From an optimization exercise on the open Yosys and OpenROAD flow, aimed at small area, a short achievable clock period and few clock cycles; shortcuts taken in it are not production practice. At most, simulation tests tie the RTL to the original design; equivalence was not proved. Power figures rest on the tool's default switching activity, not on a simulated workload.

==> run a: inputs <==
## ldp_fc
module ldp_fc #(
    parameter PBUF_SIZE = 64
) (
    input  wire        clk,
    input  wire        rst,           
    input  wire        cmd_valid,
    output wire        cmd_ready,
    input  wire [31:0] cmd,
    input  wire        rx_valid,
    output wire        rx_ready,
    input  wire [7:0]  rx_data,
    output wire        tx_valid,
    input  wire        tx_ready,
    output wire [7:0]  tx_data,
    output wire        po_valid,
    input  wire        po_ready,
    output wire [7:0]  po_data,
    output wire        busy,
    output wire [10:0] stat,          
    output wire [15:0] crc,
    output wire [1:0]  s3,
    output wire [1:0]  s4,
    output wire [15:0] pwp,
    output wire [15:0] alen,
    output wire [15:0] idx,
    output wire [7:0]  rid,
    output wire [15:0] rlen,
    output wire [7:0]  rinst,
    output wire [7:0]  rerr,
    output wire [15:0] rem,
    output wire [15:0] rcrc,
    output wire [15:0] nlog
);
    localparam TS = 2;
    localparam OP_CRC_CLR  = 4'h1;
    localparam OP_CRC_LD   = 4'h2;
    localparam OP_CRC_ADV  = 4'h3;
    localparam OP_CRC_FOLD = 4'h4;
    localparam OP_S3_CLR   = 4'h5;
    localparam OP_S3_FEED  = 4'h6;
    localparam OP_S4_CLR   = 4'h7;
    localparam OP_S4_FEED  = 4'h8;
    localparam OP_PB_CLR   = 4'h9;
    localparam OP_PB_PUSH  = 4'hA;
    localparam OP_ASM      = 4'hB;
    localparam OP_HUNT     = 4'hC;
    localparam OP_PARSE    = 4'hD;
    localparam [3:0] S_IDLE  = 4'd0;
    localparam [3:0] S_X     = 4'd1;    
    localparam [3:0] S_DRAIN = 4'd2;    
    localparam [3:0] S_PUSHW = 4'd3;    
    localparam [3:0] S_FOLD  = 4'd4;
    localparam [3:0] S_AH    = 4'd5;    
    localparam [3:0] S_AP    = 4'd6;    
    localparam [3:0] S_AC0   = 4'd7;
    localparam [3:0] S_AC1   = 4'd8;
    localparam [3:0] S_AW    = 4'd9;    
    localparam [3:0] S_HUNT  = 4'd10;
    localparam [3:0] S_PH    = 4'd11;   
  ...
export LEC_CHECK = 0
export ABC_CLOCK_PERIOD_IN_PS = 4000
export CAP_MARGIN = 20
export CORE_MARGIN = 2
export CORE_UTILIZATION = 40
export CTS_BUF_LIST = sky130_fd_sc_hd__clkbuf_4 sky130_fd_sc_hd__clkbuf_8
export SETUP_SLACK_MARGIN = 5
export SLEW_MARGIN = 20
create_clock -name core_clock -period 10.0 [get_ports {clk}]
standard.sh (not shown) runs the stock make flow with config.mk's settings and CLKGATE_MAP_FILE= SYNTH_SCRIPT=/design/flow/synth_recipe.tcl, a recipe that flattens the netlist after the stock synthesis.
==> flow/flow/run.sh <==
#!/bin/bash
# The standard layout, with these changes to how it is made:
#  * every input and output port is buffered as usual, with buf_1 cells;
#  * clock tree synthesis does not add dummy loads (its other arguments are
#    the standard ones: sink clustering, clock-net repair, the buffer list).
# Clock period, constraints and every other step are the standard ones.
set -euo pipefail
export BUFFER_PORTS_ARGS='-inputs -outputs -buffer_cell sky130_fd_sc_hd__buf_1'
export CTS_ARGS='-sink_clustering_enable -repair_clock_nets -buf_list {sky130_fd_sc_hd__clkbuf_4 sky130_fd_sc_hd__clkbuf_8} -dont_use_dummy_load'
sed 's/SETUP_SLACK_MARGIN=[0-9.]*/SETUP_SLACK_MARGIN=6.6/' standard.sh > standard_tight.sh
bash standard_tight.sh > standard_tight.log 2>&1
==> run b (differences from run a) <==
==> flow/flow/run.sh (replaced) <==
#!/bin/bash
# The standard layout, with these changes to how it is made:
#  * every input and output port is buffered as usual, with buf_1 cells;
#  * clock tree synthesis does not add dummy loads (its other arguments are
#    the standard ones: sink clustering, clock-net repair, the buffer list).
# Clock period, constraints and every other step are the standard ones.
set -euo pipefail
export BUFFER_PORTS_ARGS='-inputs -outputs -buffer_cell sky130_fd_sc_hd__buf_1'
export CTS_ARGS='-sink_clustering_enable -repair_clock_nets -buf_list {sky130_fd_sc_hd__clkbuf_4 sky130_fd_sc_hd__clkbuf_8} -dont_use_dummy_load'
sed 's/SETUP_SLACK_MARGIN=[0-9.]*/SETUP_SLACK_MARGIN=6.2/' standard.sh > standard_tight.sh
bash standard_tight.sh > standard_tight.log 2>&1
==> run c (differences from run a) <==
==> flow/flow/run.sh (replaced) <==
#!/bin/bash
set -euo pipefail
sed 's/SETUP_SLACK_MARGIN=[0-9.]*/SETUP_SLACK_MARGIN=6.7/' standard.sh > standard_tight.sh
bash standard_tight.sh > standard_tight.log 2>&1
Settings changed: CAP_MARGIN 20 to 0, SLEW_MARGIN 20 to 0.
==> run d (differences from run a) <==
--- a/flow/design.v
+++ b/flow/design.v
@@ -106,41 +106,49 @@
     localparam [3:0] S_HUNT  = 4'd10;
     localparam [3:0] S_PH    = 4'd11;   
     localparam [3:0] S_PR    = 4'd12;   
     localparam [3:0] S_PC0   = 4'd13;
     localparam [3:0] S_PC1   = 4'd14;
     localparam [3:0] S_PW    = 4'd15;   
+    localparam [2:0] X_LD   = 3'd0;
+    localparam [2:0] X_ADV  = 3'd1;
+    localparam [2:0] X_S3   = 3'd2;
+    localparam [2:0] X_S4   = 3'd3;
+    localparam [2:0] X_CCLR = 3'd4;
+    localparam [2:0] X_S3C  = 3'd5;
+    localparam [2:0] X_S4C  = 3'd6;
     localparam [7:0] K_NOT_STATUS = 8'h80;
     localparam [7:0] K_BAD_CRC    = 8'h81;
     localparam [7:0] K_BAD_LENGTH = 8'h82;
     reg [3:0]   st;
     reg         busy_r, rxr, first;
-    reg [3:0]   xop;                  
+    reg [2:0]   xop;
     reg         kclr;                 
-    reg [15:0]  fcrc;                 
     reg [16:0]  cq;                   
     reg [2:0]   hc;                   
     reg [15:0]  crc_r;
     reg [1:0]   s3_r, s4_r;
     reg [6:0]   pwp_r;
     reg [8*PBUF_SIZE-1:0] ring;       
     reg [5:0]   ph;                   
     reg [5:0]   rq;                   
     reg [1:0]   ks;                   
-    reg [6:0]   at;                   
+    reg [4:0]   kc;                   
     reg [6:0]   alen_r;
     reg [6:0]   idx_r;
-    reg         tp, tl;               
+    reg [7:0]   pq;                   
+    reg         pv, pl;               
     reg         fdone;                
-    reg         fin;                  
+    reg         sf, fin;              
     reg [7:0]   rid_r, rinst_r, rerr_r;
     reg [15:0]  rlen_r, rem_r, rcrc_r, nlog_r;
     reg         pf_bad, pf_cap, pf_zero;
     reg         skip;
     reg [7:0]   kind;
     reg         alert, match_f, cmderr;
+    reg [7:0]   cb;                   
     reg         cb_crc;               
     reg         cb_wr;                
     reg         tx_v;
     reg [7:0]   tx_d;
     reg         q0_v, q1_v;           
     reg [7:0]   q0, q1;
@@ -188,14 +196,13 @@
                 cmd_ok = 1'b0;
         endcase
     end
     wire cmd_fire = cmd_valid && !busy_r;
     wire pb_full  = pwp_r[6];
     wire [15:0] crc_adv;
-    ldp_crc_table u_crc (.crc(cb_wr ? fcrc : crc_r), .data(cb_wr ? cq[7:0] : tx_d),
-                         .value(crc_adv));
+    ldp_crc_table u_crc (.crc(crc_r), .data(cb), .value(crc_adv));
     wire [15:0] crc_eff = cb_crc ? crc_adv : crc_r;
     wire wr_now = cb_wr && (ph == 6'd0 || pwp_r == 7'd1);
     always @(posedge clk)
         ring <= {ring[8*PBUF_SIZE-9:0], wr_now ? cq[7:0] : ring[8*PBUF_SIZE-1 -: 8]};
     wire [5:0] ph_nx = wr_now ? 6'd0 : ph + 6'd1;
     wire [5:0] rp_0  = ph_nx + pwp_r[5:0] - 6'd1;    
@@ -206,13 +213,13 @@
     wire       rq_last = (rq == ph);                  
     function [2:0] flags(input [7:0] b);
         flags = {b == 8'hFF, b == 8'hFD, b == 8'h00};
     endfunction
     wire [2:0] f_cq = flags(cq[7:0]);
     wire [2:0] f_rx = flags(rx_data);
-    wire [2:0] f_pq = flags(tx_d);
+    wire [2:0] f_pq = flags(pq);
     wire [1:0] s3c_nx, s3r_nx, s3p_nx, s4c_nx, s4r_nx, ks_nx;
     wire       s3c_m, s3r_m, s3p_m, s4c_m, s4r_m, ks_m;
     ldp_sentry #(.N(3)) u_s3c (.count(s3_r), .is_ff(f_cq[2]), .is_fd(f_cq[1]), .is_00(f_cq[0]),
                                .count_nx(s3c_nx), .match(s3c_m));
     ldp_sentry #(.N(3)) u_s3r (.count(s3_r), .is_ff(f_rx[2]), .is_fd(f_rx[1]), .is_00(f_rx[0]),
                                .count_nx(s3r_nx), .match(s3r_m));
@@ -234,14 +241,15 @@
             3'd5:    a_hdr = {1'b0, alen_r};
             3'd6:    a_hdr = 8'h00;
             default: a_hdr = cq[7:0];            
         endcase
     end
     wire [15:0] rlen_m4 = rlen_r - 16'd4;
-    wire need_p  = !(tp && (s3p_m || tl));
-    wire fetch   = (st == S_AP) && load && need_p && hit && !fdone;
+    wire in_asm  = (st == S_AH) || (st == S_AP);
+    wire consume = (st == S_AP) && load && !sf && pv;
+    wire fetch   = in_asm && hit && !fdone && (!pv || consume);
     reg [3:0] sn;           
     reg       q0v_n, q1v_n;
     always @(posedge clk) begin
         if (rst) begin
             st      <= S_IDLE;
             busy_r  <= 1'b0;
@@ -250,13 +258,13 @@
             crc_r   <= 16'h0000;
             s3_r    <= 2'd0;
             s4_r    <= 2'd0;
             pwp_r   <= 7'd0;
             ph      <= 6'd0;
             ks      <= 2'd0;
-            at      <= 7'd3;
+            kc      <= 5'd0;
             alen_r  <= 7'd0;
             idx_r   <= 7'd0;
             rid_r   <= 8'h00;
             rlen_r  <= 16'h0000;
             rinst_r <= 8'h00;
             rerr_r  <= 8'h00;
@@ -265,13 +273,12 @@
             nlog_r  <= 16'h0000;
             kind    <= 8'h00;
             alert   <= 1'b0;
             match_f <= 1'b0;
             cmderr  <= 1'b0;
             kclr    <= 1'b0;
-            fcrc    <= 16'h0000;
             cb_crc  <= 1'b0;
             cb_wr   <= 1'b0;
             tx_v    <= 1'b0;
             q0_v    <= 1'b0;
             q1_v    <= 1'b0;
         end else begin
@@ -280,51 +287,61 @@
             cb_crc <= 1'b0;
             if (cb_crc)
                 crc_r <= crc_adv;
             kclr <= 1'b0;
             if (wr_now) begin
                 cb_wr <= 1'b0;
-                fcrc  <= crc_adv;
                 ks    <= ks_nx;
-                at    <= at + (ks_m ? 7'd2 : 7'd1);
+                if (ks_m) kc <= kc + 5'd1;
             end
             if (kclr) begin
-                fcrc <= 16'h0000;
                 ks <= 2'd0;
-                at <= 7'd3;
+                kc <= 5'd0;
             end
             ph <= ph_nx;
-            if (!fetch)
+            if (fetch) begin
+                pq    <= tap_b;
+                pv    <= 1'b1;
+                pl    <= rq_last;
+                fdone <= rq_last;
+            end else begin
                 rq <= rq + 6'd1;
+                if (consume)
+                    pv <= 1'b0;
+            end
             q0v_n = q0_v;
             q1v_n = q1_v;
             if (po_fire) begin
                 q0    <= q1;
                 q0v_n = q1_v;
                 q1v_n = 1'b0;
             end
             case (st)
             S_IDLE: begin
                 cq    <= cmd[16:0];
-                xop   <= op;
                 tx_d  <= 8'hFF;                  
                 rq    <= rp_0;                   
                 hc    <= 3'd1;
-                tp    <= 1'b0;
+                pv    <= 1'b0;
                 fdone <= 1'b0;
+                sf    <= 1'b0;
                 skip  <= 1'b0;
                 if (cmd_fire) begin
                     kind    <= 8'h00;
                     alert   <= 1'b0;
                     match_f <= 1'b0;
                     cmderr  <= !cmd_ok || (op == OP_PB_PUSH && pb_full);
                     if (cmd_ok) begin
                         case (op)
-                            OP_CRC_CLR, OP_CRC_LD, OP_CRC_ADV, OP_S3_FEED, OP_S4_FEED,
-                            OP_S3_CLR, OP_S4_CLR:
-                                sn = S_X;
+                            OP_CRC_CLR: begin xop <= X_CCLR; sn = S_X; end
+                            OP_S3_CLR:  begin xop <= X_S3C; sn = S_X; end
+                            OP_S4_CLR:  begin xop <= X_S4C; sn = S_X; end
+                            OP_CRC_LD:  begin xop <= X_LD;  sn = S_X; end
+                            OP_CRC_ADV: begin xop <= X_ADV; sn = S_X; end
+                            OP_S3_FEED: begin xop <= X_S3;  sn = S_X; end
+                            OP_S4_FEED: begin xop <= X_S4;  sn = S_X; end
                             OP_CRC_FOLD: if (pwp_r != 7'd0)
                                 sn = S_FOLD;
                             OP_PB_CLR: begin
                                 pwp_r <= 7'd0;
                                 kclr  <= 1'b1;
                             end
@@ -345,84 +362,78 @@
                     end
                 end
             end
             S_X: begin
                 sn = S_IDLE;
                 case (xop)
-                    OP_CRC_LD:  crc_r <= cq[15:0];
-                    OP_CRC_ADV: begin
-                        tx_d   <= cq[7:0];
+                    X_LD:  crc_r <= cq[15:0];
+                    X_ADV: begin
+                        cb     <= cq[7:0];
                         cb_crc <= 1'b1;
                         sn     = S_DRAIN;
                     end
-                    OP_S3_FEED: begin
+                    X_S3: begin
                         s3_r    <= s3c_nx;
                         match_f <= s3c_m;
                     end
-                    OP_S4_FEED: begin
+                    X_S4: begin
                         s4_r    <= s4c_nx;
                         match_f <= s4c_m;
                     end
-                    OP_CRC_CLR:  crc_r <= 16'h0000;
-                    OP_S3_CLR:   s3_r  <= 2'd0;
+                    X_CCLR:  crc_r <= 16'h0000;
+                    X_S3C:   s3_r  <= 2'd0;
                     default: s4_r  <= 2'd0;
                 endcase
             end
             S_DRAIN: sn = S_IDLE;
             S_PUSHW: if (wr_now)
                 sn = S_IDLE;
-            S_FOLD: if (first && crc_r == 16'h0000) begin
-                crc_r <= fcrc;
-                sn    = S_IDLE;
-            end else if (hit) begin
+            S_FOLD: if (hit) begin
                 rq     <= rq;
-                tx_d   <= tap_b;
+                cb     <= tap_b;
                 cb_crc <= 1'b1;
                 if (rq_last)
                     sn = S_DRAIN;
             end
             S_AH: begin
                 if (first) begin
                     crc_r  <= 16'h0202;           
                     s3_r   <= 2'd0;
                     idx_r  <= pwp_r;
                 end
                 if (hc == 3'd1)
-                    alen_r <= at;
+                    alen_r <= pwp_r + {2'b00, kc} + 7'd3;
                 if (load) begin
                     tx_d   <= a_hdr;
+                    cb     <= a_hdr;
                     cb_crc <= 1'b1;
                     hc     <= hc + 3'd1;
-                    fin    <= 1'b0;
                     if (hc == 3'd7)
                         sn = (pwp_r == 7'd0) ? S_AC0 : S_AP;
                 end
             end
             S_AP: if (load) begin
-                if (tp)
-                    s3_r <= s3p_nx;
-                tp <= 1'b0;
-                if (tp && s3p_m) begin
+                if (sf) begin
                     tx_d   <= 8'hFD;
                     tx_v   <= 1'b1;
+                    cb     <= 8'hFD;
                     cb_crc <= 1'b1;
-                    fin    <= tl;
-                end else if (tp && tl) begin
-                    tx_d <= crc_eff[7:0];
-                    sn   = S_AC1;
-                end else if (fin) begin
-                    tx_d <= crc_eff[7:0];
-                    tx_v <= 1'b1;
-                    sn   = S_AC1;
-                end else if (fetch) begin
-                    tx_d   <= tap_b;
+                    sf     <= 1'b0;
+                    if (fin)
+                        sn = S_AC0;
+                end else if (pv) begin
+                    tx_d   <= pq;
                     tx_v   <= 1'b1;
+                    cb     <= pq;
                     cb_crc <= 1'b1;
-                    tp     <= 1'b1;
-                    tl     <= rq_last;
-                    fdone  <= rq_last;
+                    s3_r   <= s3p_nx;
+                    fin    <= pl;
+                    if (s3p_m)
+                        sf <= 1'b1;
+                    else if (pl)
+                        sn = S_AC0;
                 end else
                     tx_v <= 1'b0;
             end
             S_AC0: if (load) begin
                 tx_d <= crc_eff[7:0];
                 tx_v <= 1'b1;
@@ -451,13 +462,13 @@
                     nlog_r <= 16'h0000;
                 end
                 pf_bad  <= (rlen_r < 16'd4);
                 pf_cap  <= cq[16] && (rlen_m4 != cq[15:0]);
                 pf_zero <= (rlen_r == 16'd4);
                 if (rx_fire) begin
-                    tx_d   <= rx_data;
+                    cb     <= rx_data;
                     cb_crc <= 1'b1;
                     hc     <= hc + 3'd1;
                     case (hc)
                         3'd1: rid_r        <= rx_data;
                         3'd2: rlen_r[7:0]  <= rx_data;
                         3'd3: rlen_r[15:8] <= rx_data;
@@ -484,13 +495,13 @@
                             end
                         end
                     endcase
                 end
             end
             S_PR: if (rx_fire) begin
-                tx_d   <= rx_data;
+                cb     <= rx_data;
                 cb_crc <= 1'b1;
                 rem_r  <= rem_r - 16'd1;
                 if (skip) begin
                     skip <= 1'b0;
                 end else begin
                     nlog_r <= nlog_r + 16'd1;
==> flow/flow/run.sh (replaced) <==
#!/bin/bash
set -euo pipefail
sed 's/SETUP_SLACK_MARGIN=[0-9.]*/SETUP_SLACK_MARGIN=6.5/' standard.sh > standard_tight.sh
bash standard_tight.sh > standard_tight.log 2>&1
==> key figures <==
Final layout
  • Multi-input logic area: slightly below 9000 um^2
  • Antenna diodes: 0

Synth
  • Post-synth top area share: 0.5377
  • EDFF count, synth: a little under 80

STA
  • Max Freq: around 280 MHz
  • Crit path time final: 3.550 ns

Critical path
  • Critical R2R Capture: rq[5]

Pwr
  • Seq. pwr: around 0.0031 W
  • Clock share of power: 0.460
  • Psw: between 0.001 and 0.0015 W

Floorplanning
  • Core Footprint: between 60000 and 70000 um^2

Outcome
  • Status: no timing/DRC/antenna violations

Placement
  • Dpl cells: 3134
-- figures above: run d

==> key figures <==
Final layout
  • Max-area cell class: registers
  • Antenna diodes: 1

Synth
  • Post-synthesis compound-gate area fraction: 0.09247

Placement
  • Dpl cells: 3254
  • Placed instance area: ~27000 um^2
  • HPWL after DPL: about 48000 um

Route
  • Max layer used: met4
  • Total iterations of the first detailed-routing run: 6

Floorplanning
  • Core Footprint: about 63000 um^2

Outcome
  • Status: no timing/DRC/antenna violations

STA
  • Fin crit share: 0.3566
  • Max Freq: 280.4 MHz
-- figures above: run a

==> key figures <==
Synth
  • EDFF count, synth: between 60 and 70

Pwr
  • Seq. pwr: roughly 0.0031 W
  • Internal power: 0.004156 W
  • Psw: ~0.0012 W

Clocking
  • Number of gates resized after CTS: 4

Final layout
  • Antenna diodes: 0

Critical path
  • Critical R2R Capture: tx_d[0]

STA
  • Max Freq: roughly 270 MHz
  • Crit path time final: between 3 and 4 ns

Placement
  • Dpl cells: 3252

Outcome
  • Status: no timing/DRC/antenna violations
-- figures above: run b

==> key figures <==
Outcome
  • Status: no timing/DRC/antenna violations

Clocking
  • CTS H-Tree Depth: 3

Critical path
  • Crit Path Class: in2reg
  • Critical R2R Capture: pwp_r[4]

Pwr
  • Clock share of power: 0.447
  • Seq. pwr: between 0.003 and 0.004 W
  • Switching part of the total: 0.2254

Placement
  • Pre-CTS setup slack: 4.717 ns
  • Dpl cells: between 3000 and 4000

Min path
  • Hold path start: ring[399]

STA
  • Crit path time final: roughly 3.6 ns
  • Max Freq: around 280 MHz

Final layout
  • Multi-input logic area: 9375 um^2
  • Max-area cell class: registers

Route
  • Max layer used: met4

Floorplanning
  • Core Footprint: about 63000 um^2

Synth
  • EDFF count, synth: 62
  • Post-synth top area share: 0.5477
-- figures above: run c

Testbench counts of run a, summed over its fixed seeds: cycles 14,027.
Testbench counts of run b, summed over its fixed seeds: cycles 14,027.
Testbench counts of run c, summed over its fixed seeds: cycles 14,027.
No functional check of the RTL was part of run d.

-- separate check: timing with driven ports --
No port has a modelled driver above. Below, the same layouts with a new extraction and two added sets of constraints. Step 1 sets driving cells, clkbuf_16 on the clock port and buf_2 on the other inputs (assumed; they add their load-dependent delay and slew). Step 2 moves the port delays by t, midway between the first and last clock arrival at a register: inputs arrive t later, outputs are due t later. That takes back most of the time a late clock gives input paths. a / b / c = ideal / step 1 / step 2; a / b = the first two.
run	t (ns)	setup WS [ns]	worst setup path after step 2
run a	0.754	6.434 / 6.457 / 5.704	input to register
run b	0.731	6.229 / 6.260 / 5.529	input to register
run c	0.764	6.428 / 6.435 / 5.670	input to register
run d	0.760	6.450 / 6.475 / 5.715	input to register
After both steps every run listed still meets setup and hold. The setup slack of run c, which loses most, moves by +0.007 ns with the drivers and by -0.758 ns with both steps.
